From an optimization exercise on the open Yosys and OpenROAD flow, aimed at small area and few clock cycles; shortcuts taken in it are not production practice. Function was checked by simulation only, so behaviour that the tests miss may differ from the original. Power is estimated from default activity; no workload was simulated.

==> design.v <==
module framer_tx (
    input  wire        clk,
    input  wire        rst,
    input  wire        seq_reset,
    input  wire        cmd_valid,
    output wire        cmd_ready,
    input  wire [2:0]  cmd_version,
    input  wire        cmd_packet_type,
    input  wire        cmd_sec_hdr_flag,
    input  wire [15:0] cmd_apid,
    input  wire [1:0]  cmd_seq_flags,
    input  wire [47:0] cmd_timing_info,
    input  wire [7:0]  cmd_segment_number,
    input  wire [7:0]  cmd_function_code,
    input  wire [15:0] cmd_address_code,
    input  wire [16:0] cmd_payload_len,
    input  wire        cmd_include_sync,
    input  wire        pl_valid,
    output wire        pl_ready,
    input  wire [7:0]  pl_byte,
    output reg         out_valid,
    input  wire        out_ready,
    output reg  [7:0]  out_byte,
    output wire        out_last,
    output reg         err_valid
);
    localparam [1:0] S_START = 2'd0;    
    localparam [1:0] S_MARK1 = 2'd1;    
    localparam [1:0] S_HDR   = 2'd2;    
    localparam [1:0] S_BODY  = 2'd3;    
    reg [1:0]  state;
    reg [13:0] seq_cnt;
    reg [15:0] cnt;
    reg [31:0] crc;
    wire too_big = (cmd_payload_len > 17'd65521);
    wire [15:0] data_length = cmd_payload_len[15:0] + 16'd13;
    reg [7:0] hdr_byte;
    always @* begin
        case (cnt[3:0])
            4'd9:  hdr_byte = {cmd_version, cmd_packet_type, cmd_sec_hdr_flag, cmd_apid[10:8]};
            4'd8:  hdr_byte = cmd_apid[7:0];
            4'd7:  hdr_byte = {cmd_seq_flags, seq_cnt[13:8]};
            4'd6:  hdr_byte = seq_cnt[7:0];
            4'd5:  hdr_byte = data_length[15:8];
            4'd4:  hdr_byte = data_length[7:0];
            4'd3:  hdr_byte = cmd_timing_info[47:40];
            4'd2:  hdr_byte = cmd_timing_info[39:32];
            4'd1:  hdr_byte = cmd_timing_info[31:24];
            4'd0:  hdr_byte = cmd_timing_info[23:16];
            4'd15: hdr_byte = cmd_timing_info[15:8];
            4'd14: hdr_byte = cmd_timing_info[7:0];
            4'd13: hdr_byte = cmd_segment_number;
            4'd12: hdr_byte = cmd_function_code;
            4'd11: hdr_byte = cmd_address_code[15:8];
            default: hdr_byte = cmd_address_code[7:0];
        endcase
    end
    wire pay_phase = (cnt[15:4] != 12'd0) || (cnt[3:1] == 3'b111);
    wire hdr_last  = (cnt[3:0] == 4'd10);
    wire crc_last  = (cnt[1:0] == 2'b10);
    wire [31:0] crc_out = ~crc;
    reg  [7:0]  crc_byte;
    always @* begin
        case (cnt[1:0])
            2'b01:   crc_byte = crc_out[31:24];
            2'b00:   crc_byte = crc_out[23:16];
            2'b11:   crc_byte = crc_out[15:8];
            default: crc_byte = crc_out[7:0];
        endcase
    end
    wire in_start = (state == S_START);
    wire in_hdr   = (state == S_HDR) || (in_start && !cmd_include_sync);
    wire in_pay   = (state == S_BODY) && pay_phase;
    wire in_crc   = (state == S_BODY) && !pay_phase;
    always @* begin
        out_valid = 1'b0;
        out_byte  = hdr_byte;
        case (state)
            S_START: begin
                out_valid = cmd_valid && !too_big;
                out_byte  = cmd_include_sync ? 8'h55 : hdr_byte;
            end
            S_MARK1: begin
                out_valid = 1'b1;
                out_byte  = 8'hAA;
            end
            S_HDR: begin
                out_valid = 1'b1;
                out_byte  = hdr_byte;
            end
            default: begin
                out_valid = pay_phase ? pl_valid : 1'b1;
                out_byte  = pay_phase ? pl_byte : crc_byte;
            end
        endcase
    end
    assign out_last = in_crc && crc_last;
    assign pl_ready = in_pay && out_ready;
    wire xfer      = out_valid && out_ready;
    wire hdr_done  = (state == S_HDR) && hdr_last && out_ready;
    assign cmd_ready = too_big || hdr_done;
    wire        crc_first = in_hdr && (cnt[3:0] == 4'd9);
    wire [7:0]  crc_din   = in_pay ? pl_byte : hdr_byte;
    wire [31:0] crc_cur   = crc_first ? 32'hFFFFFFFF : crc;
    reg  [31:0] crc_next;
    integer i;
    always @* begin
        crc_next = crc_cur ^ {24'd0, crc_din};
        for (i = 0; i < 8; i = i + 1) begin
            if (crc_next[0])
                crc_next = (crc_next >> 1) ^ 32'hEDB88320;
            else
                crc_next = crc_next >> 1;
        end
    end
    always @(posedge clk) begin
        if (xfer && (in_hdr || in_pay))
            crc <= crc_next;
    end
    always @(posedge clk) begin
        if (rst) begin
            state     <= S_START;
            seq_cnt   <= 14'd0;
            cnt[3:0]  <= 4'd9;
            err_valid <= 1'b0;
        end else begin
            err_valid <= cmd_valid && too_big;
            if (seq_reset)
                seq_cnt <= 14'd0;
            else if (hdr_done)
                seq_cnt <= seq_cnt + 14'd1;
            if (hdr_done)
                cnt <= data_length;
            else if (xfer && state != S_MARK1 && !(in_start && cmd_include_sync))
                cnt <= cnt - 16'd1;
            case (state)
                S_START: if (xfer) state <= cmd_include_sync ? S_MARK1 : S_HDR;
                S_MARK1: if (xfer) state <= S_HDR;
                S_HDR:   if (hdr_done) state <= S_BODY;
                default: if (xfer && !pay_phase && crc_last) state <= S_START;
            endcase
        end
    end
endmodule
==> flow/run.sh <==
#!/bin/bash
# Standard layout with smaller port buffers and no CTS dummy loads.
export BUFFER_PORTS_ARGS="-buffer_cell sky130_fd_sc_hd__buf_1"
export CTS_ARGS="-sink_clustering_enable -repair_clock_nets -dont_use_dummy_load"
bash standard.sh > standard.log 2>&1
==> standard.sh <==
#!/bin/bash
# synth_recipe.tcl (not shown) runs the flow's synth.tcl, then flattens the netlist and writes it again
# the make line also repeats each setting of config.mk as NAME=value (left out here)
make -C /OpenROAD-flow-scripts/flow DESIGN_CONFIG=/design/flow/config.mk WORK_HOME=/design/flow/orfs CLKGATE_MAP_FILE= SYNTH_SCRIPT=/design/flow/synth_recipe.tcl "${@:-finish}"
==> config.mk <==
export PLATFORM = sky130hd
export DESIGN_NAME = framer_tx
export DESIGN_NICKNAME = framer_tx
export VERILOG_FILES = /design/flow/design.v
export SDC_FILE = /design/flow/constraint.sdc
export NUM_CORES = 4
export LEC_CHECK = 0
export CAP_MARGIN = 20
export CORE_MARGIN = 2
export CORE_UTILIZATION = 40
export SLEW_MARGIN = 20
==> constraint.sdc <==
create_clock -name core_clock -period 5.0 [get_ports {clk}]
set_input_delay 1.0000 -clock core_clock [delete_from_list [all_inputs] [get_ports {clk}]]
set_output_delay 1.0000 -clock core_clock [all_outputs]
set_load 0.01 [all_outputs]
==> impl_metrics.json, run 1 <==
{
  "tightest_slew_ns": 0.8801,
  "setup_tns_ns": 0,
  "grt_max_degree": 35,
  "grt_overflow": 0,
  "cts.sinks": 65,
  "hold_buffers": 0,
  "antenna_found_initial": 0,
  "cts_buffers": 9,
  "required_ns": 4.00,
  "clk_pin_slew_ns": 0.05,
  "cts_tree": "built",
  "reg2reg_depth": 10,
  "maxCapViolCount": 0,
  "ys_seq_area_frac": 0.2952,
  "syn_area_sq_mm": 0.005901,
  "port_buffers": 142,
  "core_sq_mm": 0.01448,
  "design.die.area_sq_mm": 0.01574,
  "drtIter0Drc": 565,
  "r2r-start": "cnt[1]",
  "ys.warnings.count": 1,
  "ctsResizeCount": 0,
  "grt_pass1_vias": 5645,
  "hold_violations": 0,
  "groute.usage.overall": 0.2465,
  "slew_headroom": 0.4101,
  "root_buffer": "clkbuf_16",
  "dp_cells": 982,
  "post_drt_via_cell_ratio": 5.911,
  "postCtsSetupRepairBufs": 0,
  "clock_path_buffers": 2,
  "rsz0062_at_grt": "false",
  "fmax_mhz": 210.6,
  "drt-total-wl_microns": 19610,
  "routed-via-count": 5858,
  "async_flop_share": 0,
  "h-tree-depth": 3,
  "fin_crit_sh": 0.9495,
  "ios": 148,
  "holdPathEnd": "seq_cnt[13]",
  "insertion_delay_ns": 0.34,
  "peakVddDrop_mv": 0.2002,
  "final_nets": 958,
  "firstDrtPassIters": 7,
  "critPathKind": "reg2out",
  "netlist_instances": 685,
  "skew_ns": 0.007846,
  "die_h_microns": 125.5,
  "drcViolationCount": 0,
  "cp-end-kind": "output pin",
  "hpwl_microns": 14850,
  "synth_ff_type": "edfxtp_1",
  "ys_seq_elements": 65,
  "min_from": "seq_cnt[13]",
  "maxSlewViolCount": 0,
  "r2r_setup_slack_ns": 0.64,
  "outcome": "no timing/DRC/antenna violations",
  "row_count": 44,
  "worstPathMaxFanout": 19,
  "final_cell_mix": "142 x buf_1, 91 x nor2_1, 56 x nand2_1",
  "die_width_microns": 125.5,
  "grt_pass1_wl_microns": 30660,
  "ant_nets": 0,
  "startpoint_type": "register",
  "r2r-end": "crc[27]",
  "initial_core_util": 0.4075,
  "post-route-cell-area_sq_mm": 0.006849,
  "fillers": 1449,
  "postPlaceCellArea_sq_mm": 0.006624,
  "crit_arrival_ns": 3.75,
  "syn2layout_area_growth_pct": 16.07,
  "antenna_cells": 0,
  "final_common_cell": "buf_1",
  "drive_above_1_share": 0.08178,
  "period_minus_slack_ns": 4.747,
  "hp-class": "reg2reg",
  "syn_nets": 834,
  "place_congestion": 0.9286,
  "avgSynthCellArea_sq_um": 8.614,
  "power.density_mw_per_mm2": 302.9,
  "wl_per_cell_microns": 19.79,
  "timing.hold.ws_ns": 0.5221,
  "setup_viol": 0,
  "synth_cell_type_count": 71,
  "p_leak_nw": 2.416,
  "p_total_mw": 2.074,
  "whs_path_depth": 2,
  "synth_enable_flop_cells": 44,
  "fin_cells": 991
}
cell usage after synthesis, drive strengths merged (10+ instances only):
library cell / count / area [sq um]
nor2: 91 / 341.6
xnor2: 62 / 742.0
nand2: 56 / 210.2
edfxtp: 44 / 1321
xor2: 41 / 359.1
o21ai: 35 / 178.9
a21oi: 34 / 173.9
clkbuf: 31 / 116.4
a22oi: 26 / 205.2
dfxtp: 21 / 420.4
nand3: 20 / 100.1
ha: 14 / 175.2
mux2i: 14 / 140.1
and3: 13 / 81.33
buf: 13 / 57.55
inv: 13 / 48.80
nor4: 12 / 75.07
nor2b: 11 / 68.82
o22ai: 10 / 62.56
worst max-delay path: stages (launching register included):
cell and delay (ns):
dfxtp_1 0.47, ha_1 0.75, clkinv_1 0.65, o221ai_1 0.33, o21ai_0 0.21, a31oi_1 0.43, a21o_1 0.17, o21ai_0 0.07
mux2i_1 0.15, buf_1 0.17
layer usage:
metal / track usage / vias to the layer above / wire length, microns
li1: - / 2752 / -
met3: 0.04279 / 27 / 1367
met2: 0.4038 / 288 / 9335
met5: 0 / - / 0
met4: 0.06667 / 0 / 412
met1: 0.3364 / 2791 / 8492
sequential cells by signal (all words and copies together) (netlist names):
name	count
state	2
crc	32
cnt	16
err_valid	1
seq_cnt	14
where the power goes:
| part | internal, mW | switching (mW) | total, mW |
|---|---|---|---|
| logic | 0.387 | 0.460 | 0.847 |
| clock network | 0.315 | 0.215 | 0.530 |
| registers | 0.682 | 0.0156 | 0.698 |
cell type report:
cell class                      instances  area, sq um  share of cell area
Multi-Input combinational cell        560         3934              0.5744
Tap cell                              184        230.2             0.03361
Inverter                               16        60.06            0.008769
Sequential cell                        65         1742              0.2543
Timing Repair Buffer                  157        658.1             0.09609
Clock buffer                            9        225.2             0.03288
through the flow:
stage / util / setup WS [ns]
2_1_floorplan: - / 0.8770
4_1_cts: 0.4730 / 0.3951
5_1_grt: 0.4730 / 0.1314
3_5_place_dp: 0.4575 / 0.5475
6_report: 0.4730 / 0.2527
3_3_place_gp: 0.4575 / 0.6046
cell families (layout without fill, tap and decap cells):
| family | Yosys count | after routing | share of synthesized area |
|---|---|---|---|
| muxes | 15 | 15 | 0.02566 |
| DFF | 65 | 65 | 0.2952 |
| buffers and inverters | 60 | 182 | 0.03965 |
| adders and majority gates | 14 | 14 | 0.02969 |
| AOI/OAI and AO/OA | 175 | 175 | 0.2142 |
| and+or+nand+nor | 252 | 252 | 0.2053 |
| xor gates and xnor gates | 104 | 104 | 0.1904 |
worst max-delay path by stage:
stage,start,end,cells after the start
3_5_place_dp,cmd_payload_len[1],out_byte[6],10
5_1_grt,cnt[1],out_byte[4],9
3_3_place_gp,cmd_payload_len[1],out_byte[6],10
2_1_floorplan,cnt[6],crc[0],5
4_1_cts,cnt[1],out_byte[4],9
6_report,cnt[1],out_byte[4],9
Testbench counts, summed over its fixed seeds: cycles 39,187.
==> run 2, diff against run 1 <==
==> run.sh (new file) <==
#!/bin/bash
# synth_recipe.tcl (not shown) runs the flow's synth.tcl, then flattens the netlist and writes it again
# the make line also repeats each setting of config.mk as NAME=value (left out here)
make -C /OpenROAD-flow-scripts/flow DESIGN_CONFIG=/design/flow/config.mk WORK_HOME=/design/flow/orfs CLKGATE_MAP_FILE= SYNTH_SCRIPT=/design/flow/synth_recipe.tcl finish
removed: flow/run.sh
removed: standard.sh
==> impl_metrics.json, run 2 <==
{
  "outcome": "no timing/DRC/antenna violations",
  "initial_core_util": 0.4075,
  "h-tree-depth": 3,
  "ys.warnings.count": 1,
  "core_sq_mm": 0.01448,
  "whs_path_depth": 2,
  "fin_crit_sh": 0.9709,
  "cp-end-kind": "output pin",
  "place_congestion": 0.8933,
  "skew_ns": 0.005889,
  "syn_area_sq_mm": 0.005901,
  "cts_tree": "built",
  "slowest_stage": "clkdlybuf4s50_1",
  "syn_nets": 834,
  "synth_top_cell_area_share": 0.2239,
  "synthTopCellsByCount": "91 x nor2_1, 56 x nand2_1, 44 x edfxtp_1",
  "drtIter0Drc": 508,
  "maxCapViolCount": 0,
  "synth_ff_type": "edfxtp_1",
  "startpoint_type": "input port",
  "root_buffer": "clkbuf_16",
  "largest-register": "crc",
  "grt_overflow": 0,
  "maxSlewViolCount": 0,
  "top_regs": "crc: 32 flops, cnt: 16 flops, seq_cnt: 14 flops",
  "synth_area_leaders": "edfxtp_1 22%, dfxtp_1 7.1%, xnor2_1 6.4%, xor2_1 6.1%, nor2_1 5.8%",
  "utilization": 0.5530,
  "drive_above_1_share": 0.1195,
  "die_width_microns": 125.5,
  "ys_seq_elements": 65,
  "hold_buffers": 0,
  "p_sw_frac": 0.3185,
  "required_ns": 4.00,
  "worstPathMaxFanout": 4,
  "slew_headroom": 0.4749,
  "period_minus_slack_ns": 4.854,
  "tightest_slew_ns": 0.7850,
  "reg2reg_depth": 13,
  "fmax_mhz": 206.0,
  "p_comb_frac": 0.409,
  "hp-class": "reg2reg",
  "fin_cells": 1021,
  "largest_reg_flops": 32,
  "p_leak_nw": 2.950,
  "grt_pass1_vias": 5988,
  "syn2layout_area_growth_pct": 35.69,
  "drcViolationCount": 0,
  "firstDrtPassIters": 5,
  "p_switching_uw": 739.6,
  "cts_buffers": 9,
  "post_drt_via_cell_ratio": 5.815,
  "clock_path_buffers": 2,
  "setup_viol": 0,
  "final_cell_mix": "142 x clkdlybuf4s50_1, 91 x nor2_1, 56 x nand2_1",
  "antenna_found_initial": 0,
  "grt_max_degree": 33,
  "yosysTopAreaCell": "edfxtp_1",
  "port_buffers": 142,
  "drt-total-wl_microns": 20820,
  "antenna_cells": 0,
  "timing.hold.ws_ns": 0.5386,
  "async_flop_share": 0,
  "wl_per_cell_microns": 20.39,
  "groute.usage.overall": 0.2591,
  "routed-via-count": 5937,
  "design.die.area_sq_mm": 0.01574,
  "intPower_mw": 1.583,
  "crit_cells": 11,
  "crit_arrival_ns": 3.85,
  "power.density_mw_per_mm2": 290.0,
  "clockPowerShare": 0.291,
  "dp_cells": 1004,
  "ant_nets": 0,
  "hold_violations": 0,
  "cts.sinks": 65,
  "grt_pass1_wl_microns": 32110,
  "avgSynthCellArea_sq_um": 8.614,
  "crit_chain": "clkdlybuf4s50_1 > buf_4 > inv_1 > ha_1 > nand2b_1 > a221oi_1 > nor4_1 > a31oi_1 > nand2_1 > a22oi_1 > clkdlybuf4s50_1",
  "yosysMostFrequentCell": "nor2_1",
  "clk_pin_slew_ns": 0.06,
  "hpwl_microns": 15950,
  "synth_cell_type_count": 71,
  "ys_seq_area_frac": 0.2952,
  "synth_enable_flop_cells": 44,
  "netlist_instances": 685,
  "setup_tns_ns": 0,
  "crit_buf_inv": 4,
  "path_common_cell": "clkdlybuf4s50_1",
  "p_total_mw": 2.322,
  "peakVddDrop_mv": 0.1968,
  "max_stage_delay_ns": 0.57,
  "critPathKind": "in2out",
  "final_common_cell": "clkdlybuf4s50_1",
  "cp_top_family": "buffers and inverters",
  "row_count": 44,
  "sequentialPowerShare": 0.300,
  "final_nets": 981,
  "insertion_delay_ns": 0.34,
  "ios": 148,
  "die_h_microns": 125.5
}
[run 2: cell types whose count changed in the layout (fill, tap and decap cells not counted), moves of 2 or more]
cell / change
buf_4: +24
mux2i_2: +2
inv_6: +2
mux2i_1: -2
clkdlybuf4s50_1: +142
buf_1: -142
[run 2: area by class of cell]
cell class / count / area, sq um
tap: 184 / 230.2
clock buffer: 11 / 254.0
multi-input combinational: 560 / 3954
fill: 1367 / 6472
sequential: 65 / 1742
clock inverter: 5 / 60.06
inverter: 16 / 60.06
timing repair buffer: 180 / 1707
[run 2: repair_timing]
| item | CTS | global route |
|---|---|---|
| hold endpoints to repair | 0 | 0 |
| setup buffers | 0 | 1 |
| resized for setup | 0 | 6 |
| setup endpoints to repair | 0 | 7 |
[run 2: cell families (layout without fill, tap and decap cells)]
| kind of cell | after synthesis | in the layout | share of synthesized area |
|---|---|---|---|
| and+or+nand+nor | 252 | 252 | 0.2053 |
| buffers and inverters | 60 | 212 | 0.03965 |
| muxes | 15 | 15 | 0.02566 |
| adders and majority gates | 14 | 14 | 0.02969 |
| DFF | 65 | 65 | 0.2952 |
| AOI/OAI and AO/OA | 175 | 175 | 0.2142 |
| xor gates and xnor gates | 104 | 104 | 0.1904 |
[run 2: final timing paths]
check                           slack [ns]           to                from
worst max register to register        0.97      crc[22]              cnt[1]
worst min register to register        0.54   seq_cnt[1]          seq_cnt[1]
worst max-delay path                  0.15  out_byte[1]  cmd_payload_len[1]
worst min-delay path                  0.54   seq_cnt[1]          seq_cnt[1]
[run 2: power groups by stage]
| stage | sequential (mW) | combinational, mW | clock, mW |
|---|---|---|---|
| 5_1_grt | 0.700 | 1.02 | 0.704 |
| 3_5_place_dp | 0.708 | 0.942 | 0 |
| 2_1_floorplan | 0.703 | 0.645 | 0 |
| 3_3_place_gp | 0.706 | 0.929 | 0 |
| 6_report | 0.697 | 0.950 | 0.675 |
| 4_1_cts | 0.696 | 0.952 | 0.683 |
[run 2: stage by stage]
step	area (sq um)	worst slack, ns
6_report	8006	0.1456
3_5_place_dp	7665	0.04164
2_1_floorplan	5901	0.8770
5_1_grt	8006	-0.04142
4_1_cts	7979	0.03376
3_3_place_gp	7665	0.05686
[run 2: routing by layer]
| metal | GRT usage | wire length, microns |
|---|---|---|
| met1 | 0.3338 | 8829 |
| met2 | 0.4283 | 10010 |
| met4 | 0.09673 | 654 |
| met5 | 0 | 0 |
| met3 | 0.05434 | 1327 |
[run 2: worst register-to-register path, cell delays in order, from the launching register on]
cell       delay [ns]
dfxtp_1          0.48
inv_1            0.16
ha_1             0.38
a22oi_1          0.22
o21ai_0          0.11
a2111oi_0        0.57
buf_4            0.21
nand4_1          0.22
buf_4            0.23
a22oi_2          0.27
xnor2_4          0.19
xnor2_2          0.36
xnor2_1          0.19
xor2_1           0.19
==> run 3, diff against run 2 <==
==> flow/run.sh (new file) <==
#!/bin/bash
# Standard synthesis, then an area re-mapping of its combinational logic
# (registers untouched: same cells, same names), then the standard layout
# with buf_1 port buffers and a CTS without dummy loads.
set -uo pipefail
RES=orfs/results/${FLOW_PLATFORM}/framer_tx/base
LIB=${FLOW_HOME}/platforms/${FLOW_PLATFORM}/lib/sky130_fd_sc_hd__tt_025C_1v80.lib

bash standard.sh synth > synth.log 2>&1 || exit 1

cp $RES/1_2_yosys.v 1_2_yosys.std.v
sed "s#@LIB@#${LIB}#g" flow/reopt.ys > reopt.ys
yosys -s reopt.ys > reopt.log 2>&1 || exit 1
cp 1_2_yosys.reopt.v $RES/1_2_yosys.v
touch $RES/1_2_yosys.v

export BUFFER_PORTS_ARGS="-buffer_cell sky130_fd_sc_hd__buf_1"
export CTS_ARGS="-sink_clustering_enable -repair_clock_nets -dont_use_dummy_load -buf_list sky130_fd_sc_hd__clkbuf_4"
bash standard.sh > standard.log 2>&1
==> flow/reopt.ys (new file) <==
# re-map the combinational logic of the standard synthesis for area
read_liberty -ignore_miss_func @LIB@
read_verilog 1_2_yosys.std.v
hierarchy -top framer_tx
# registers stay as they are
setattr -mod -set keep_hierarchy 1 sky130_fd_sc_hd__dfxtp_* sky130_fd_sc_hd__edfxtp_* sky130_fd_sc_hd__conb_*
flatten
blackbox sky130_fd_sc_hd__dfxtp_* sky130_fd_sc_hd__edfxtp_* sky130_fd_sc_hd__conb_*
opt -purge
abc -liberty @LIB@ -dont_use *probe* -dont_use *lpflow*
setundef -zero
opt_clean -purge
hilomap -singleton -hicell sky130_fd_sc_hd__conb_1 HI -locell sky130_fd_sc_hd__conb_1 LO
insbuf -buf sky130_fd_sc_hd__buf_4 A X
opt_clean -purge
hierarchy -top framer_tx
tee -o reopt_stat.txt stat -liberty @LIB@
write_verilog -noattr -nohex -nodec 1_2_yosys.reopt.v
==> standard.sh (new file) <==
#!/bin/bash
# synth_recipe.tcl (not shown) runs the flow's synth.tcl, then flattens the netlist and writes it again
# the make line also repeats each setting of config.mk as NAME=value (left out here)
make -C /OpenROAD-flow-scripts/flow DESIGN_CONFIG=/design/flow/config.mk WORK_HOME=/design/flow/orfs CLKGATE_MAP_FILE= SYNTH_SCRIPT=/design/flow/synth_recipe.tcl "${@:-finish}"
removed: run.sh
==> impl_metrics.json, run 3 <==
{
  "outcome": "no timing/DRC/antenna violations",
  "postPlaceCellArea_sq_mm": 0.005821,
  "ys.warnings.count": 1,
  "largest-register": "crc",
  "clk_pin_slew_ns": 0.12,
  "period_minus_slack_ns": 4.535,
  "h-tree-depth": 3,
  "tightest_slew_ns": 0.8658,
  "skew_ns": 0.03051,
  "multiInputGateArea_sq_mm": 0.003120,
  "place_congestion": 0.9698,
  "hpwl_microns": 13710,
  "maxCapViolCount": 0,
  "ant_nets": 0,
  "drtIter0Drc": 535,
  "fillers": 1202,
  "core_sq_mm": 0.01196,
  "ios": 148,
  "grt_pass1_wl_microns": 27410,
  "crit_chain": "nor2_1 > buf_4 > a32oi_1 > o21ai_0 > a2111oi_0 > o211ai_1 > a22o_1 > buf_1",
  "syn2layout_area_growth_pct": 20.67,
  "hp-class": "reg2reg",
  "postCtsSetupRepairBufs": 0,
  "drt-total-wl_microns": 17920,
  "syn_nets": 700,
  "r2r_setup_slack_ns": 0.49,
  "firstDrtPassIters": 5,
  "grt_overflow": 0,
  "routed-via-count": 5370,
  "critPathKind": "reg2out",
  "drive_above_1_share": 0.05511,
  "insertion_delay_ns": 0.45,
  "die_width_microns": 114.5,
  "fin_crit_sh": 0.9069,
  "max_stage_delay_ns": 0.83,
  "regArea_sq_mm": 0.001742,
  "setup_viol": 0,
  "groute.usage.overall": 0.2738,
  "clock_path_buffers": 2,
  "post-route-cell-area_sq_mm": 0.005894,
  "setup_slack_ns": 0.4654,
  "final_common_cell": "buf_1",
  "grt_max_degree": 33,
  "peakVddDrop_mv": 0.1862,
  "root_buffer": "clkbuf_4",
  "maxSlewViolCount": 0,
  "grt_pass1_vias": 5043,
  "hold_violations": 0,
  "worstPathMaxFanout": 19,
  "p_total_mw": 2.244,
  "hold_buffers": 0,
  "slowest_stage": "dfxtp_1",
  "final_nets": 881,
  "cts_tree": "built",
  "crit_arrival_ns": 3.53,
  "rsz0062_at_grt": "false",
  "port_buffers": 142,
  "utilization": 0.4928,
  "antenna_cells": 0,
  "power.density_mw_per_mm2": 380.7,
  "startpoint_type": "register",
  "post_drt_via_cell_ratio": 6.027,
  "cp_top_family": "compound AO/OA/AOI/OAI gates",
  "die_h_microns": 114.5,
  "design.die.area_sq_mm": 0.01311,
  "slew_headroom": 0.4186,
  "initial_core_util": 0.4084,
  "fmax_mhz": 220.5,
  "cts.sinks": 65,
  "avgSynthCellArea_sq_um": 8.645,
  "required_ns": 4.00,
  "netlist_instances": 565,
  "antenna_found_initial": 0,
  "setup_tns_ns": 0,
  "syn_area_sq_mm": 0.004885,
  "cp-end-kind": "output pin",
  "p_leak_nw": 2.018,
  "cts_buffers": 9,
  "final_cell_mix": "142 x buf_1, 84 x nor2_1, 56 x nand2_1",
  "drcViolationCount": 0,
  "largest_reg_flops": 32,
  "post-place-ws_ns": 0.4623,
  "row_count": 40,
  "crit_buf_inv": 2,
  "top_regs": "crc: 32 flops, cnt: 16 flops, seq_cnt: 14 flops",
  "wl_per_cell_microns": 20.11,
  "ctsResizeCount": 0
}
run 3: worst paths after layout:
| kind | depth (start not counted) | end | from |
|---|---|---|---|
| setup / recovery | 8 | out_byte[3] | cnt[0] |
| hold / removal | 1 | seq_cnt[10] | seq_cnt[10] |
| hold reg to reg | 1 | seq_cnt[10] | seq_cnt[10] |
| setup reg to reg | 11 | crc[23] | cnt[0] |
run 3: metrics by stage:
stage	std cells	hold slack [ns]
2_1_floorplan	565	0.4513
3_5_place_dp	882	0.4851
4_1_cts	891	0.5044
5_1_grt	891	0.5380
3_3_place_gp	882	0.4740
6_report	891	0.4980
run 3: layout make-up:
cell class | instances | area share
sequential | 65 | 0.2955
clock buffer | 9 | 0.01146
tap | 147 | 0.03120
multi-input combinational | 490 | 0.5294
inverter | 10 | 0.006368
timing repair buffer | 170 | 0.1261
run 3: per-layer routing:
layer | share of wire | track usage
met2 | 0.43 | 0.4071
met5 | 0 | 0
met1 | 0.46 | 0.3958
met4 | 0.029 | 0.1024
met3 | 0.087 | 0.04764
run 3: report_power, final:
group	switching [mW]	leakage [nW]	internal [mW]
sequential	0.0447	0.571	0.767
combinational	0.623	1.41	0.547
clock	0.179	0.0414	0.0834
==> run 4, diff against run 3 <==
--- a/config.mk
+++ b/config.mk
@@ -9,3 +9,4 @@
 export CORE_MARGIN = 2
 export CORE_UTILIZATION = 40
+export GPL_TIMING_DRIVEN = 0
 export SLEW_MARGIN = 20
==> impl_metrics.json, run 4 <==
{
  "power.density_mw_per_mm2": 383.1,
  "h-tree-depth": 3,
  "netlist_instances": 565,
  "syn2layout_area_growth_pct": 19.31,
  "syn_area_sq_mm": 0.004885,
  "fillers": 1224,
  "reg2reg_depth": 10,
  "cp_top_family": "XOR/XNOR gates",
  "min_from": "seq_cnt[10]",
  "p_switching_uw": 856.9,
  "routed-via-count": 5319,
  "firstDrtPassIters": 8,
  "p_leak_nw": 1.943,
  "period_minus_slack_ns": 4.847,
  "ys.warnings.count": 1,
  "p_sw_frac": 0.3837,
  "setup_slack_ns": 0.1530,
  "cp-end-kind": "register",
  "crit_chain": "nor2b_1 > buf_4 > nand2_1 > o221ai_1 > o211ai_1 > mux2i_1 > xnor2_2 > xor2_1 > xor2_1 > xnor3_1",
  "maxSlewViolCount": 0,
  "insertion_delay_ns": 0.46,
  "hold_violations": 0,
  "final_nets": 858,
  "port_buffers": 142,
  "peakVddDrop_mv": 0.1834,
  "syn_nets": 700,
  "design.die.area_sq_mm": 0.01311,
  "largest-register": "crc",
  "place_congestion": 0.8705,
  "cts_buffers": 9,
  "drtIter0Drc": 499,
  "startpoint_type": "register",
  "drive_above_1_share": 0.04022,
  "clk_pin_slew_ns": 0.09,
  "setup_viol": 0,
  "rsz0062_at_grt": "false",
  "row_count": 40,
  "slew_headroom": 0.1515,
  "r2r_setup_slack_ns": 0.15,
  "top_regs": "crc: 32 flops, cnt: 16 flops, seq_cnt: 14 flops",
  "largest_reg_flops": 32,
  "skew_ns": 0.03407,
  "ios": 148,
  "clock_path_buffers": 2,
  "tightest_slew_ns": 1.256,
  "post_drt_via_cell_ratio": 6.128,
  "drcViolationCount": 0,
  "p_comb_frac": 0.516,
  "initial_core_util": 0.4084,
  "final_common_cell": "buf_1",
  "slowest_stage": "dfxtp_2",
  "hpwl_microns": 13530,
  "setup_tns_ns": 0,
  "required_ns": 5.20,
  "drt-total-wl_microns": 17920,
  "cts_tree": "built",
  "clockPowerShare": 0.119,
  "fmax_mhz": 206.3,
  "wl_per_cell_microns": 20.65,
  "utilization": 0.4872,
  "groute.usage.overall": 0.2762,
  "crit_arrival_ns": 5.04,
  "core_sq_mm": 0.01196,
  "worstPathMaxFanout": 21,
  "intPower_mw": 1.376,
  "hold_buffers": 0,
  "die_h_microns": 114.5,
  "grt_pass1_vias": 5035,
  "fin_crit_sh": 0.9694,
  "grt_max_degree": 30,
  "r2r-end": "crc[26]",
  "whs_path_depth": 1,
  "die_width_microns": 114.5,
  "critPathKind": "reg2reg",
  "r2r-start": "cnt[1]",
  "path_common_cell": "xor2_1",
  "ant_nets": 0,
  "root_buffer": "clkbuf_4",
  "grt_pass1_wl_microns": 27480,
  "crit_buf_inv": 1,
  "grt_overflow": 0,
  "final_cell_mix": "142 x buf_1, 83 x nor2_1, 55 x nand2_1",
  "holdPathEnd": "seq_cnt[10]",
  "antenna_cells": 0,
  "hp-class": "reg2reg",
  "sequentialPowerShare": 0.365,
  "cts.sinks": 65,
  "outcome": "no timing/DRC/antenna violations",
  "max_stage_delay_ns": 0.68,
  "antenna_found_initial": 0,
  "post-place-ws_ns": -0.4853,
  "maxCapViolCount": 0,
  "avgSynthCellArea_sq_um": 8.645
}
run 4: layer usage:
metal	vias to the layer above	part of all wire	track usage
met1	2550	0.44	0.3958
met5	-	0	0
li1	2472	-	-
met2	269	0.46	0.4331
met4	0	0.017	0.07317
met3	28	0.077	0.04447
run 4: area by class of cell:
type / instances / area (sq um) / share of cell area
Multi-Input combinational cell: 490 / 3176 / 0.5449
Sequential cell: 65 / 1745 / 0.2995
Timing Repair Buffer: 147 / 618.1 / 0.1061
Tap cell: 147 / 183.9 / 0.03156
Clock buffer: 9 / 67.56 / 0.01159
Inverter: 10 / 37.54 / 0.006441
run 4: power groups by stage:
stage,sequential [mW],clock [mW],combinational (mW)
detailed placement,0.826,0,1.13
floorplan,0.811,0,0.847
finish,0.815,0.265,1.15
global route,0.825,0.291,1.24
global placement,0.824,0,1.09
CTS,0.814,0.271,1.14
run 4: timing repair:
item / in CTS / in global routing
buffers inserted: 0 / 0
gates resized for setup: 5 / 5
endpoints found under the setup margin: 6 / 5
run 4: worst max-delay path by stage:
stage | start | to | slack (ns) | cells after the start
finish | cnt[1] | crc[26] | 0.15 | 10
global route | cnt[2] | crc[25] | 0.05 | 9
CTS | cnt[0] | crc[26] | 0.02 | 10
detailed placement | cmd_payload_len[0] | crc[19] | -0.49 | 11
global placement | cmd_include_sync | crc[26] | -0.81 | 9
floorplan | cmd_include_sync | crc[26] | 0.63 | 8
run 4: worst register-to-register path, cell delays in order (launching register included):
cell and delay (ns):
dfxtp_2 0.68, nor2b_1 0.68, buf_4 0.29, nand2_1 0.32, o221ai_1 0.46, o211ai_1 0.25, mux2i_1 0.29, xnor2_2 0.28
xor2_1 0.63, xor2_1 0.35, xnor3_1 0.37
run 4: stage by stage:
stage | std cells | total power [mW] | instance area (sq um) | hold slack [ns]
2_1_floorplan | 565 | 1.658 | 4890 | 0.4513
3_3_place_gp | 854 | 1.915 | 5607 | 0.4783
3_5_place_dp | 859 | 1.957 | 5724 | 0.4865
4_1_cts | 868 | 2.227 | 5803 | 0.5073
5_1_grt | 868 | 2.353 | 5828 | 0.5275
6_report | 868 | 2.233 | 5828 | 0.5018
==> run 5, diff against run 4 <==
--- a/flow/run.sh
+++ b/flow/run.sh
@@ -16,4 +16,4 @@
 
 export BUFFER_PORTS_ARGS="-buffer_cell sky130_fd_sc_hd__buf_1"
-export CTS_ARGS="-sink_clustering_enable -repair_clock_nets -dont_use_dummy_load -buf_list sky130_fd_sc_hd__clkbuf_4"
+export CTS_ARGS="-sink_clustering_enable -repair_clock_nets -dont_use_dummy_load"
 bash standard.sh > standard.log 2>&1
--- a/config.mk
+++ b/config.mk
@@ -9,4 +9,3 @@
 export CORE_MARGIN = 2
 export CORE_UTILIZATION = 40
-export GPL_TIMING_DRIVEN = 0
 export SLEW_MARGIN = 20
==> impl_metrics.json, run 5 <==
{
  "p_leak_nw": 2.088,
  "cts.sinks": 65,
  "antenna_cells": 0,
  "row_count": 40,
  "rsz0062_at_grt": "false",
  "post-route-cell-area_sq_mm": 0.006052,
  "syn_area_sq_mm": 0.004885,
  "power.density_mw_per_mm2": 415.5,
  "maxCapViolCount": 0,
  "postCtsSetupRepairBufs": 0,
  "cts_tree": "built",
  "tightest_slew_ns": 0.8850,
  "root_buffer": "clkbuf_16",
  "timing.hold.ws_ns": 0.4907,
  "fin_crit_sh": 0.8940,
  "top_regs": "crc: 32 flops, cnt: 16 flops, seq_cnt: 14 flops",
  "period_minus_slack_ns": 4.470,
  "required_ns": 5.08,
  "antenna_found_initial": 0,
  "r2r-start": "cnt[0]",
  "groute.usage.overall": 0.2766,
  "netlist_instances": 565,
  "drive_above_1_share": 0.05511,
  "maxSlewViolCount": 0,
  "r2r_setup_slack_ns": 0.53,
  "crit_start": "cnt[0]",
  "port_buffers": 142,
  "cts_buffers": 9,
  "grt_max_degree": 33,
  "dp_cells": 882,
  "startpoint_type": "register",
  "ios": 148,
  "final_nets": 881,
  "die_width_microns": 114.5,
  "drcViolationCount": 0,
  "regArea_sq_mm": 0.001742,
  "critPathKind": "reg2reg",
  "setup_slack_ns": 0.5298,
  "post_drt_via_cell_ratio": 6.038,
  "worstPathMaxFanout": 19,
  "multiInputGateArea_sq_mm": 0.003120,
  "drtIter0Drc": 537,
  "h-tree-depth": 3,
  "fmax_mhz": 223.7,
  "post-place-ws_ns": 0.4623,
  "ant_nets": 0,
  "clk_pin_slew_ns": 0.06,
  "ctsResizeCount": 0,
  "syn_nets": 700,
  "crit_arrival_ns": 4.55,
  "postPlaceCellArea_sq_mm": 0.005821,
  "grt_pass1_wl_microns": 27540,
  "slew_headroom": 0.4058,
  "routed-via-count": 5380,
  "hold_violations": 0,
  "ys.warnings.count": 1,
  "largest_reg_flops": 32,
  "grt_pass1_vias": 5057,
  "min_from": "seq_cnt[10]",
  "fin_cells": 891,
  "insertion_delay_ns": 0.34,
  "setup_tns_ns": 0,
  "syn2layout_area_growth_pct": 23.90,
  "design.die.area_sq_mm": 0.01311,
  "hp-class": "reg2reg",
  "clock_path_buffers": 2,
  "setup_viol": 0,
  "wl_per_cell_microns": 20.10,
  "cp-end-kind": "register",
  "grt_overflow": 0,
  "final_cell_mix": "142 x buf_1, 84 x nor2_1, 56 x nand2_1",
  "drt-total-wl_microns": 17910,
  "initial_core_util": 0.4084,
  "outcome": "no timing/DRC/antenna violations",
  "fillers": 1180,
  "die_h_microns": 114.5,
  "hpwl_microns": 13710,
  "largest-register": "crc",
  "hold_buffers": 0,
  "skew_ns": 0.01084,
  "place_congestion": 0.9698,
  "peakVddDrop_mv": 0.1645,
  "core_sq_mm": 0.01196,
  "final_common_cell": "buf_1",
  "firstDrtPassIters": 5,
  "avgSynthCellArea_sq_um": 8.645
}
## run 5: through the flow
stage                 util  total power, mW
finish              0.5060            2.515
global route        0.5060            2.658
CTS                 0.5054            2.519
detailed placement  0.4866            1.983
global placement    0.4866            1.967
floorplan                -            1.658
## run 5: layout make-up
cell class / count / area share
clock buffers: 9 / 0.03721
inverters: 10 / 0.006202
multi-input cells: 490 / 0.5156
flip-flops and latches: 65 / 0.2878
well taps: 147 / 0.03039
repair buffers: 170 / 0.1228
## run 5: routing by layer
metal,part of all wire,track usage
met5,0,0
met4,0.030,0.1244
met3,0.094,0.05241
met2,0.43,0.4067
met1,0.45,0.3927
## run 5: path summary, 6_finish.rpt
check,to,cells past startpoint
setup / recovery,crc[19],11
hold reg to reg,seq_cnt[10],1
hold / removal,seq_cnt[10],1
setup reg to reg,crc[19],11
## run 5: critical path: stages (launching register included)
cell,delay [ns]
dfxtp_1,0.82
nor2_1,0.32
buf_4,0.30
a32oi_1,0.20
o21ai_0,0.12
a2111oi_0,0.60
o211ai_1,0.24
a22oi_1,0.23
xnor2_1,0.38
xor2_1,0.30
xnor2_1,0.53
xnor2_1,0.14
## run 5: where the power goes
part           leakage, nW  total, mW  internal, mW  switching, mW
logic                 1.41       1.17         0.547          0.626
registers            0.571      0.815         0.770         0.0448
clock network        0.111      0.527         0.314          0.213
==> run 6, diff against run 5 <==
==> flow/run.sh (replaced) <==
#!/bin/bash
# Standard synthesis, then an area re-mapping of its combinational logic
# (registers untouched: same cells, same names), then the standard layout
# with buf_1 port buffers and a small CTS without dummy loads.
set -uo pipefail
RES=orfs/results/${FLOW_PLATFORM}/framer_tx/base
LIB=${FLOW_HOME}/platforms/${FLOW_PLATFORM}/lib/sky130_fd_sc_hd__tt_025C_1v80.lib

bash standard.sh synth > synth.log 2>&1 || exit 1

cp $RES/1_2_yosys.v 1_2_yosys.std.v
sed "s#@LIB@#${LIB}#g" flow/reopt.ys > reopt.ys
if yosys -s reopt.ys > reopt.log 2>&1 && [ -s 1_2_yosys.reopt.v ]; then
  cp 1_2_yosys.reopt.v $RES/1_2_yosys.v
  touch $RES/1_2_yosys.v
fi

export BUFFER_PORTS_ARGS="-buffer_cell sky130_fd_sc_hd__buf_1"
export CTS_ARGS="-sink_clustering_enable -repair_clock_nets -dont_use_dummy_load -buf_list sky130_fd_sc_hd__clkbuf_4 -root_buf sky130_fd_sc_hd__clkbuf_8"
bash standard.sh > standard.log 2>&1
==> flow/deep.abc (new file) <==
strash
&get -n
&deepsyn -T 60
&put
dch -f
amap
==> flow/reopt.ys (replaced) <==
# re-map the combinational logic of the standard synthesis for area;
# the registers stay the same cells with the same names
read_liberty -ignore_miss_func @LIB@
read_verilog 1_2_yosys.std.v
hierarchy -top framer_tx
setattr -mod -set keep_hierarchy 1 sky130_fd_sc_hd__dfxtp_* sky130_fd_sc_hd__edfxtp_*
flatten
blackbox sky130_fd_sc_hd__dfxtp_* sky130_fd_sc_hd__edfxtp_*
opt -purge
abc -script flow/deep.abc -liberty @LIB@ -dont_use *probe* -dont_use *lpflow*
setundef -zero
opt_clean -purge
hilomap -singleton -hicell sky130_fd_sc_hd__conb_1 HI -locell sky130_fd_sc_hd__conb_1 LO
insbuf -buf sky130_fd_sc_hd__buf_4 A X
opt_clean -purge
hierarchy -top framer_tx
tee -o reopt_stat.txt stat -liberty @LIB@
write_verilog -noattr -nohex -nodec 1_2_yosys.reopt.v
==> impl_metrics.json, run 6 <==
{
  "critPathKind": "in2reg",
  "hp-class": "reg2reg",
  "port_buffers": 142,
  "final_common_cell": "buf_1",
  "cts_tree": "built",
  "setup_viol": 0,
  "clk_pin_slew_ns": 0.07,
  "drt-total-wl_microns": 18270,
  "cts.sinks": 65,
  "h-tree-depth": 3,
  "drcViolationCount": 0,
  "syn2layout_area_growth_pct": 28.26,
  "max_stage_delay_ns": 0.68,
  "p_total_mw": 1.532,
  "drive_above_1_share": 0.08493,
  "groute.usage.overall": 0.2907,
  "clock_path_buffers": 2,
  "grtUsageMet3": 0.04155,
  "hold_violations": 0,
  "timing.hold.ws_ns": 0.4743,
  "hold_buffers": 0,
  "syn_nets": 759,
  "crit_buf_inv": 7,
  "path_common_cell": "clkinv_1",
  "firstDrtPassIters": 6,
  "largest_reg_flops": 32,
  "outcome": "no timing/DRC/antenna violations",
  "rsz0062_at_grt": "false",
  "period_minus_slack_ns": 4.599,
  "grt_use_met2": 0.5153,
  "post_drt_via_cell_ratio": 5.732,
  "hpwl_microns": 14340,
  "maxSlewViolCount": 0,
  "p_leak_nw": 1.961,
  "initial_core_util": 0.4055,
  "required_ns": 5.11,
  "grt_pass1_vias": 5436,
  "crit_arrival_ns": 4.71,
  "final_nets": 973,
  "setup_slack_ns": 0.4013,
  "postCtsSetupRepairBufs": 0,
  "post-place-ws_ns": 0.1005,
  "antenna_found_initial": 0,
  "slowest_stage": "a2111oi_0",
  "root_buffer": "clkbuf_8",
  "maxCapViolCount": 0,
  "tightest_slew_ns": 0.7597,
  "grt_use_met1": 0.3557,
  "setup_tns_ns": 0,
  "ant_nets": 0,
  "place_congestion": 0.9193,
  "peakVddDrop_mv": 0.1467,
  "die_width_microns": 111.1,
  "grt_pass1_wl_microns": 28080,
  "fmax_mhz": 217.5,
  "grt_max_degree": 33,
  "cp-end-kind": "register",
  "insertion_delay_ns": 0.35,
  "core_sq_mm": 0.01132,
  "final_cell_mix": "142 x buf_1, 134 x nor2_1, 70 x o21ai_0",
  "drtIter0Drc": 610,
  "top_usage_layer": "met2",
  "antenna_cells": 0,
  "slew_headroom": 0.4804,
  "die_h_microns": 111.1,
  "startpoint_type": "input port",
  "cp_top_family": "compound AO/OA/AOI/OAI gates",
  "fillers": 1177,
  "avgSynthCellArea_sq_um": 7.357,
  "netlist_instances": 624,
  "cts_buffers": 9,
  "ys.warnings.count": 1,
  "top_regs": "crc: 32 flops, cnt: 16 flops, seq_cnt: 14 flops",
  "ios": 148,
  "grt_overflow": 0,
  "row_count": 39,
  "design.die.area_sq_mm": 0.01235,
  "routed-via-count": 5612,
  "skew_ns": 0.01289,
  "crit_chain": "buf_1 > nand2_1 > clkinv_1 > nor3_1 > nor2_1 > buf_4 > a21oi_1 > a221oi_1 > a2111oi_0 > buf_4 > a311oi_1 > o21ai_0 > nor2_1 > a21oi_1 > clkinv_1 > o22ai_1 > clkinv_1 > o22ai_1 > clkinv_1 > nor2_1 > a21oi_1",
  "wl_per_cell_microns": 18.66,
  "syn_area_sq_mm": 0.004591,
  "largest-register": "crc",
  "fin_crit_sh": 0.9197,
  "power.density_mw_per_mm2": 260.2,
  "worstPathMaxFanout": 3
}
## run 6: worst paths after layout
kind                      startpoint         end  slack [ns]  depth (start not counted)
setup / recovery  cmd_payload_len[1]      crc[5]        0.40                         21
hold / removal            seq_cnt[2]  seq_cnt[2]        0.47                          2
setup reg to reg              cnt[1]     crc[17]        0.76                         18
hold reg to reg           seq_cnt[2]  seq_cnt[2]        0.47                          2
## run 6: layout make-up
type	count	area, sq um	area share
multi-input combinational	490	2594	0.4405
inverter	69	259.0	0.04399
sequential	65	1742	0.2958
timing repair buffer	203	991.0	0.1683
tap	143	178.9	0.03039
clock buffer	9	123.9	0.02104
## run 6: power by group
part	total, mW	leakage (nW)	switching, mW	internal, mW
sequential	0.636	0.570	0.0137	0.622
combinational	0.545	1.33	0.318	0.227
clock	0.351	0.0647	0.191	0.160
## run 6: metrics by stage
step | area, sq um | cells | utilization
after global placement | 5764 | 970 | 0.5092
after global routing | 5888 | 979 | 0.5201
after detailed placement | 5764 | 970 | 0.5092
after floorplan | 4591 | 624 | -
after CTS | 5888 | 979 | 0.5201
final | 5888 | 979 | 0.5201
## run 6: tightest hold or removal path, cell delays in order (launching register included)
cell and delay (ns):
dfxtp_1 0.31, clkinv_1 0.05, a211oi_1 0.06
## run 6: what timing repair did
action | in CTS | in global routing
endpoints found under the hold margin | 0 | 0
endpoints found under the setup margin | 0 | 1
gates resized for setup | 0 | 1
## run 6: per-layer routing
layer | share of wire | vias to the layer above
met1 | 0.39 | 2552
met2 | 0.50 | 276
li1 | - | 2747
met3 | 0.083 | 37
met5 | 0 | -
met4 | 0.024 | 0
==> run 7, diff against run 6 <==
--- a/design.v
+++ b/design.v
@@ -102,5 +102,5 @@
     wire        crc_first = in_hdr && (cnt[3:0] == 4'd9);
     wire [7:0]  crc_din   = in_pay ? pl_byte : hdr_byte;
-    wire [31:0] crc_cur   = crc_first ? 32'hFFFFFFFF : crc;
+    wire [31:0] crc_cur   = crc;
     reg  [31:0] crc_next;
     integer i;
@@ -115,5 +115,7 @@
     end
     always @(posedge clk) begin
-        if (xfer && (in_hdr || in_pay))
+        if (rst || (xfer && out_last))
+            crc <= 32'hFFFFFFFF;
+        else if (xfer && (in_hdr || in_pay))
             crc <= crc_next;
     end
@@ -122,5 +124,5 @@
             state     <= S_START;
             seq_cnt   <= 14'd0;
-            cnt[3:0]  <= 4'd9;
+            cnt       <= 16'd9;
             err_valid <= 1'b0;
         end else begin
==> impl_metrics.json, run 7 <==
{
  "wl_per_cell_microns": 18.87,
  "final_cell_mix": "142 x buf_1, 117 x nor2_1, 68 x clkinv_1",
  "hp-class": "reg2reg",
  "largest-register": "crc",
  "final_common_cell": "buf_1",
  "max_stage_delay_ns": 0.34,
  "drtIter0Drc": 491,
  "routed-via-count": 5839,
  "cts_buffers": 9,
  "routed.top_layer": "met4",
  "initial_core_util": 0.4051,
  "root_buffer": "clkbuf_8",
  "crit_chain": "buf_1 > nand2_1 > clkinv_1 > or3_1 > nand2_1 > clkinv_1 > nand2_1 > clkinv_1 > nand2_1 > nor2_1 > nand2_1 > clkinv_1 > nand2_1 > nor3_2 > nand2_1 > nor2_1 > nand2_1 > nor2_1 > a21oi_2 > nor2_1 > o32a_1 > o2111a_1 > buf_1",
  "power.density_mw_per_mm2": 276.2,
  "startpoint_type": "input port",
  "hold_violations": 0,
  "regArea_sq_mm": 0.001301,
  "cts.sinks": 65,
  "fmax_mhz": 214.0,
  "clock_path_buffers": 2,
  "crit_end": "out_byte[7]",
  "met1Wirelength_microns": 7644,
  "crit_arrival_ns": 3.67,
  "place_congestion": 0.9409,
  "multiInputGateArea_sq_mm": 0.002838,
  "rsz0062_at_grt": "false",
  "grt_overflow": 0,
  "critPathKind": "in2out",
  "drive_above_1_share": 0.1015,
  "outcome": "no timing/DRC/antenna violations",
  "netlist_instances": 635,
  "syn2layout_area_growth_pct": 31.10,
  "postCtsSetupRepairBufs": 0,
  "grt_max_degree": 33,
  "h-tree-depth": 3,
  "path_common_cell": "nand2_1",
  "crit_start": "cmd_payload_len[0]",
  "row_count": 38,
  "maxSlewViolCount": 0,
  "clk_pin_slew_ns": 0.07,
  "period_minus_slack_ns": 4.674,
  "r2r-end": "crc[20]",
  "fillers": 1083,
  "insertion_delay_ns": 0.35,
  "slowest_stage": "or3_1",
  "syn_area_sq_mm": 0.004353,
  "peakVddDrop_mv": 0.1478,
  "drcViolationCount": 0,
  "grt_pass1_vias": 5437,
  "avgSynthCellArea_sq_um": 6.855,
  "ios": 148,
  "groute.usage.overall": 0.3110,
  "r2r-start": "cnt[1]",
  "reg2reg_depth": 19,
  "drt-total-wl_microns": 18620,
  "worstPathMaxFanout": 4,
  "r2r_setup_slack_ns": 0.38,
  "antenna_cells": 0,
  "top_regs": "crc: 32 flops, cnt: 16 flops, seq_cnt: 14 flops",
  "grt_pass1_wl_microns": 27470,
  "cts_tree": "built",
  "setup_tns_ns": 0,
  "cp-end-kind": "output pin",
  "ant_nets": 0,
  "route.met3.wl_microns": 1374,
  "ys.warnings.count": 1,
  "maxCapViolCount": 0,
  "port_buffers": 142,
  "hpwl_microns": 14310,
  "p_leak_nw": 1.969,
  "wl_met2_microns": 8719,
  "largest_reg_flops": 32,
  "tightest_slew_ns": 0.8803,
  "fin_crit_sh": 0.9347,
  "skew_ns": 0.01160,
  "final_nets": 984,
  "slew_headroom": 0.4131,
  "die_h_microns": 108.3,
  "required_ns": 4.00,
  "post_drt_via_cell_ratio": 5.916,
  "firstDrtPassIters": 8,
  "syn_nets": 770,
  "antenna_found_initial": 0,
  "setup_viol": 0,
  "die_width_microns": 108.3,
  "core_sq_mm": 0.01075,
  "timing.hold.ws_ns": 0.4683,
  "design.die.area_sq_mm": 0.01173
}
==> run 7: stage by stage <==
stage / instances / setup slack (ns) / instance area (sq um) / power [mW] / utilization
floorplan: 635 / 0.2737 / 4353 / 0.9006 / -
global route: 987 / 0.01605 / 5707 / 1.662 / 0.5311
global placement: 978 / -0.01159 / 5519 / 1.194 / 0.5136
CTS: 987 / 0.2107 / 5643 / 1.551 / 0.5252
finish: 987 / 0.3264 / 5707 / 1.576 / 0.5311
detailed placement: 978 / -0.1186 / 5519 / 1.203 / 0.5136
==> run 7: worst min-delay path by stage <==
stage          slack, ns   startpoint  cells after the start     endpoint
2_1_floorplan       0.42  seq_cnt[13]                      1  seq_cnt[13]
3_3_place_gp        0.46  seq_cnt[10]                      1  seq_cnt[10]
3_5_place_dp        0.46  seq_cnt[11]                      2  seq_cnt[11]
4_1_cts             0.47  seq_cnt[11]                      2  seq_cnt[11]
5_1_grt             0.50   seq_cnt[3]                      2   seq_cnt[3]
6_report            0.47  seq_cnt[11]                      2  seq_cnt[11]
==> run 7: worst max-delay path, delay by kind of cell <==
family                 cells  cell delay, ns
AO/OA/AOI/OAI              3            0.77
AND/OR/NAND/NOR           14            1.38
buffers and inverters      6            0.52
==> run 7: layer usage <==
metal,vias to the layer above,track usage
met2,295,0.5413
met5,-,0
met1,2671,0.3609
li1,2815,-
met3,58,0.05184
met4,0,0.1740
==> run 7: what timing repair did <==
action | 4_1_cts | 5_1_grt
gates resized for setup | 0 | 20
hold buffers | 0 | 0
endpoints found under the setup margin | 0 | 17
==> run 7: final cells by class <==
type,instances,area share
well taps,140,0.03070
clock buffers,9,0.02171
flip-flops and latches,65,0.2280
repair buffers,203,0.1736
multi-input cells,497,0.4973
inverters,73,0.04867
==> run 7: power by group <==
| group | leakage [nW] | switching (mW) | internal, mW |
|---|---|---|---|
| Clock | 0.0647 | 0.190 | 0.160 |
| Combinational | 1.38 | 0.364 | 0.281 |
| Sequential | 0.528 | 0.0339 | 0.547 |
Testbench counts of run 7, summed over its fixed seeds: cycles 39,187.
==> run 8, diff against run 7 <==
--- a/config.mk
+++ b/config.mk
@@ -9,3 +9,4 @@
 export CORE_MARGIN = 2
 export CORE_UTILIZATION = 40
+export GPL_TIMING_DRIVEN = 0
 export SLEW_MARGIN = 20
==> impl_metrics.json, run 8 <==
{
  "outcome": "no timing/DRC/antenna violations",
  "largest-register": "crc",
  "syn2layout_area_growth_pct": 31.79,
  "fillers": 1045,
  "cp-end-kind": "output pin",
  "setup_viol": 0,
  "p_total_mw": 1.618,
  "final_nets": 948,
  "timing.hold.ws_ns": 0.4712,
  "crit_arrival_ns": 3.75,
  "startpoint_type": "input port",
  "crit_chain": "buf_1 > nand2_1 > clkinv_1 > or3_4 > nand2_1 > clkinv_1 > nand2_1 > clkinv_1 > nand2_1 > nor2_1 > nand2_1 > clkinv_1 > nand2_2 > nor3_4 > nand2_2 > nor2_2 > nand2_2 > nor2_1 > a21oi_2 > nor2_1 > o32a_1 > o2111a_1 > buf_1",
  "syn_nets": 770,
  "hold_violations": 0,
  "cts_tree": "built",
  "netlist_instances": 635,
  "syn_area_sq_mm": 0.004353,
  "period_minus_slack_ns": 4.746,
  "antenna_cells": 0,
  "avgSynthCellArea_sq_um": 6.855,
  "drt-total-wl_microns": 18700,
  "clock_path_buffers": 2,
  "postPlaceCellArea_sq_mm": 0.005079,
  "clk_pin_slew_ns": 0.08,
  "max_stage_delay_ns": 0.35,
  "maxSlewViolCount": 0,
  "root_buffer": "clkbuf_8",
  "grt_pass1_wl_microns": 27120,
  "drcViolationCount": 0,
  "p_leak_nw": 1.879,
  "fmax_mhz": 210.7,
  "initial_core_util": 0.4051,
  "hold_buffers": 0,
  "hpwl_microns": 13330,
  "tightest_slew_ns": 0.8947,
  "grt_pass1_vias": 5239,
  "largest_reg_flops": 32,
  "wl_per_cell_microns": 19.66,
  "cts.sinks": 65,
  "power.density_mw_per_mm2": 282.0,
  "skew_ns": 0.01922,
  "worstPathMaxFanout": 4,
  "die_width_microns": 108.3,
  "fin_cells": 951,
  "path_common_cell": "nand2_1",
  "utilization": 0.5339,
  "ys.warnings.count": 1,
  "slew_headroom": 0.4035,
  "top_regs": "crc: 32 flops, cnt: 16 flops, seq_cnt: 14 flops",
  "antenna_found_initial": 0,
  "die_h_microns": 108.3,
  "h-tree-depth": 3,
  "ios": 148,
  "grt_overflow": 0,
  "peakVddDrop_mv": 0.2215,
  "rsz0062_at_grt": "true",
  "dp_cells": 918,
  "fin_crit_sh": 0.9492,
  "drive_above_1_share": 0.1245,
  "drtIter0Drc": 647,
  "design.die.area_sq_mm": 0.01173,
  "port_buffers": 142,
  "place_congestion": 0.9629,
  "maxCapViolCount": 0,
  "firstDrtPassIters": 7,
  "hp-class": "reg2reg",
  "post_drt_via_cell_ratio": 6.224,
  "final_cell_mix": "142 x buf_1, 111 x nor2_1, 63 x dfxtp_1",
  "core_sq_mm": 0.01075,
  "slowest_stage": "or3_4",
  "routed-via-count": 5919,
  "critPathKind": "in2out",
  "post-route-cell-area_sq_mm": 0.005737,
  "groute.usage.overall": 0.3017,
  "grt_max_degree": 33,
  "insertion_delay_ns": 0.35,
  "row_count": 38,
  "cts_buffers": 9,
  "required_ns": 4.00,
  "ant_nets": 0,
  "final_common_cell": "buf_1"
}
run 8: repair_timing:
item                       in CTS  in global routing
setup endpoints to repair      44                 32
pin swaps                       5                  6
setup buffers                   7                 17
resized for setup              47                 51
run 8: layout make-up:
class                           count  area (sq um)  area share
Multi-Input combinational cell    497          3122      0.5442
Tap cell                          140         175.2     0.03053
Sequential cell                    65          1309      0.2281
Clock buffer                        9         123.9     0.02159
Inverter                           73         286.5     0.04995
Timing Repair Buffer              167         720.7      0.1256
run 8: path summary, 6_finish.rpt:
check                           depth (start not counted)               start  slack (ns)     endpoint
worst max-delay path                                   23  cmd_payload_len[1]        0.25  out_byte[7]
worst min register to register                          2         seq_cnt[11]        0.47  seq_cnt[11]
worst max register to register                         19              cnt[0]        0.45      crc[16]
worst min-delay path                                    2         seq_cnt[11]        0.47  seq_cnt[11]
run 8: metrics by stage:
stage               worst slack [ns]  setup TNS, ns
floorplan                     0.2737              0
global placement              -2.506         -68.94
detailed placement            -2.502         -56.44
CTS                         -0.04988       -0.04988
global route                -0.07206        -0.3487
finish                        0.2542              0
run 8: metal layers:
metal	wire, microns	track usage
met5	0	0
met4	922	0.1520
met3	1773	0.05063
met2	8670	0.5121
met1	7329	0.3675
run 8: worst max-delay path: cells and delay by family:
| family | cells | cell delay (ns) |
|---|---|---|
| AO/OA/AOI/OAI | 3 | 0.79 |
| AND/OR/NAND/NOR | 14 | 1.39 |
| buffers and inverters | 6 | 0.57 |
run 8: power by group:
part	switching, mW	internal, mW
registers	0.0429	0.546
logic	0.402	0.274
clock network	0.192	0.161
total	0.636	0.981
==> run 9, diff against run 8 <==
==> flow/abc.constr (new file) <==
set_driving_cell sky130_fd_sc_hd__buf_1
set_load 10.0
==> flow/deep.abc (replaced) <==
strash
&get -n
&deepsyn -T 60
&put
dch -f
amap
topo
stime -c
buffer -c
upsize -c
dnsize -c
--- a/flow/reopt.ys
+++ b/flow/reopt.ys
@@ -8,5 +8,5 @@
 blackbox sky130_fd_sc_hd__dfxtp_* sky130_fd_sc_hd__edfxtp_*
 opt -purge
-abc -script flow/deep.abc -liberty @LIB@ -dont_use *probe* -dont_use *lpflow*
+abc -D 5000 -constr flow/abc.constr -script flow/deep.abc -liberty @LIB@ -dont_use *probe* -dont_use *lpflow*
 setundef -zero
 opt_clean -purge
--- a/config.mk
+++ b/config.mk
@@ -6,7 +6,6 @@
 export NUM_CORES = 4
 export LEC_CHECK = 0
-export CAP_MARGIN = 20
+export CAP_MARGIN = 0
 export CORE_MARGIN = 2
 export CORE_UTILIZATION = 40
-export GPL_TIMING_DRIVEN = 0
-export SLEW_MARGIN = 20
+export SLEW_MARGIN = 0
==> impl_metrics.json, run 9 <==
{
  "outcome": "no timing/DRC/antenna violations",
  "drcViolationCount": 0,
  "crit_arrival_ns": 3.51,
  "cts.sinks": 65,
  "largest-register": "crc",
  "firstDrtPassIters": 5,
  "core_sq_mm": 0.01142,
  "fmax_mhz": 221.8,
  "power.density_mw_per_mm2": 266.4,
  "peakVddDrop_mv": 0.1736,
  "grt_pass1_vias": 5449,
  "drive_above_1_share": 0.1325,
  "timing.hold.ws_ns": 0.4608,
  "setup_slack_ns": 0.4916,
  "die_h_microns": 112.4,
  "antenna_found_initial": 0,
  "dp_cells": 946,
  "row_count": 39,
  "tightest_slew_ns": 0.6837,
  "cp-end-kind": "output pin",
  "largest_reg_flops": 32,
  "skew_ns": 0.02247,
  "top_regs": "crc: 32 flops, cnt: 16 flops, seq_cnt: 14 flops",
  "drtIter0Drc": 372,
  "maxSlewViolCount": 0,
  "hpwl_microns": 14420,
  "p_leak_nw": 2.020,
  "drt-total-wl_microns": 18260,
  "h-tree-depth": 3,
  "setup_tns_ns": 0,
  "final_cell_mix": "142 x buf_1, 107 x nor2_1, 65 x dfxtp_1",
  "syn2layout_area_growth_pct": 20.27,
  "grt_max_degree": 33,
  "syn_nets": 794,
  "hp-class": "reg2reg",
  "netlist_instances": 659,
  "insertion_delay_ns": 0.35,
  "grt_pass1_wl_microns": 28480,
  "slew_headroom": 0.5442,
  "clock_path_buffers": 2,
  "place_congestion": 0.9458,
  "fin_cells": 958,
  "hold_violations": 0,
  "cts_tree": "built",
  "final_nets": 952,
  "post-place-ws_ns": 0.2140,
  "groute.usage.overall": 0.2852,
  "antenna_cells": 0,
  "fin_crit_sh": 0.9017,
  "post_drt_via_cell_ratio": 5.891,
  "avgSynthCellArea_sq_um": 7.129,
  "die_width_microns": 112.4,
  "wl_per_cell_microns": 19.06,
  "rsz0062_at_grt": "false",
  "startpoint_type": "input port",
  "port_buffers": 142,
  "clk_pin_slew_ns": 0.07,
  "grt_overflow": 0,
  "cts_buffers": 9,
  "worstPathMaxFanout": 4,
  "critPathKind": "in2out",
  "final_common_cell": "buf_1",
  "p_total_mw": 1.505,
  "ys.warnings.count": 1,
  "initial_core_util": 0.4115,
  "ant_nets": 0,
  "period_minus_slack_ns": 4.508,
  "required_ns": 4.00,
  "root_buffer": "clkbuf_8",
  "hold_buffers": 0,
  "setup_viol": 0,
  "design.die.area_sq_mm": 0.01263,
  "maxCapViolCount": 0,
  "ios": 148,
  "syn_area_sq_mm": 0.004698,
  "routed-via-count": 5644
}
[run 9: repair_timing]
| action | 4_1_cts | 5_1_grt |
|---|---|---|
| resized for setup | 0 | 2 |
| setup endpoints to repair | 0 | 9 |
| buffers inserted | 0 | 3 |
[run 9: layout make-up]
type / count / area [sq um]
Sequential cell: 65 / 1301
Timing Repair Buffer: 171 / 750.7
Fill cell: 1212 / 5768
Inverter: 73 / 280.3
Multi-Input combinational cell: 497 / 3015
Clock buffer: 9 / 123.9
Tap cell: 143 / 178.9
[run 9: critical path: stages]
cell and delay [ns]:
buf_1 0.12, nand2_1 0.09, inv_2 0.07, or3_4 0.12, nand2_2 0.06, inv_2 0.06, nand2_2 0.05, inv_2 0.07
nand2_4 0.06, nor2_4 0.11, nand2_2 0.07, inv_2 0.06, nand2_2 0.08, nor3_4 0.17, nand2_2 0.11, nor2_4 0.11
nand2_2 0.08, a21oi_2 0.17, nor2_1 0.06, o32a_1 0.36, o2111a_1 0.28, buf_1 0.14
[run 9: routing by layer]
metal	vias up	global-route usage	part of all wire
met3	42	0.05076	0.068
met5	-	0	0
met2	252	0.5028	0.49
met4	0	0.1203	0.037
li1	2735	-	-
met1	2615	0.3412	0.41
[run 9: where the power goes]
| part | switching [mW] | internal, mW | total, mW |
|---|---|---|---|
| combinational | 0.348 | 0.224 | 0.572 |
| sequential | 0.0378 | 0.547 | 0.585 |
| clock | 0.188 | 0.160 | 0.348 |
[run 9: final timing paths]
kind | cells after the start | slack [ns] | start | endpoint
setup / recovery | 22 | 0.49 | cmd_payload_len[1] | out_byte[7]
hold / removal | 1 | 0.46 | seq_cnt[13] | seq_cnt[13]
setup reg to reg | 18 | 0.55 | cnt[0] | crc[16]
hold reg to reg | 1 | 0.46 | seq_cnt[13] | seq_cnt[13]
[run 9: per-stage QoR]
stage	utilization	instance area, sq um
2_1_floorplan	-	4698
3_3_place_gp	0.4815	5498
3_5_place_dp	0.4815	5498
4_1_cts	0.4923	5622
5_1_grt	0.4949	5650
6_report	0.4949	5650

what the ideal ports hide:
The results above use ideal ports. As a check the final layouts listed here were re-extracted and re-timed, cells and wires unchanged. Step 1 assumes that a clkbuf_16 drives the clock port and a buf_2 every other input. Step 2 times the ports against the registers' clock, not the clock port: input delays grow and output delays shrink by t, the midpoint of the rising clock arrivals with the driver on. a / b / c = no drivers / after step 1 / after step 2; a / b = the first two.
run	t (ns)	slack for setup (ns)	hold slack, ns	latest minus earliest clock arrival (ns)
run 1	0.384	0.253 / 0.208 / 0.464	0.522 / 0.522 / 0.522	0.008 / 0.007
run 2	0.381	0.146 / 0.107 / 0.107	0.539 / 0.539 / 0.539	0.006 / 0.006
run 3	0.463	0.465 / 0.434 / 0.430	0.498 / 0.498 / 0.498	0.030 / 0.031
run 4	0.481	0.153 / 0.153 / -0.220	0.502 / 0.502 / 0.502	0.034 / 0.034
run 5	0.382	0.530 / 0.530 / 0.397	0.491 / 0.491 / 0.491	0.010 / 0.011
run 6	0.383	0.401 / 0.410 / 0.029	0.474 / 0.474 / 0.474	0.012 / 0.013
run 7	0.376	0.326 / 0.297 / 0.016	0.468 / 0.468 / 0.468	0.012 / 0.012
run 8	0.366	0.254 / 0.231 / -0.095	0.471 / 0.471 / 0.471	0.019 / 0.019
run 9	0.374	0.492 / 0.464 / 0.215	0.461 / 0.461 / 0.461	0.023 / 0.023
With both steps, setup timing fails in run 4 and run 8, where it was met with ideal ports. For run 4, which loses most, drivers alone change the setup slack by 0.000 ns; drivers and shift together by -0.373 ns.
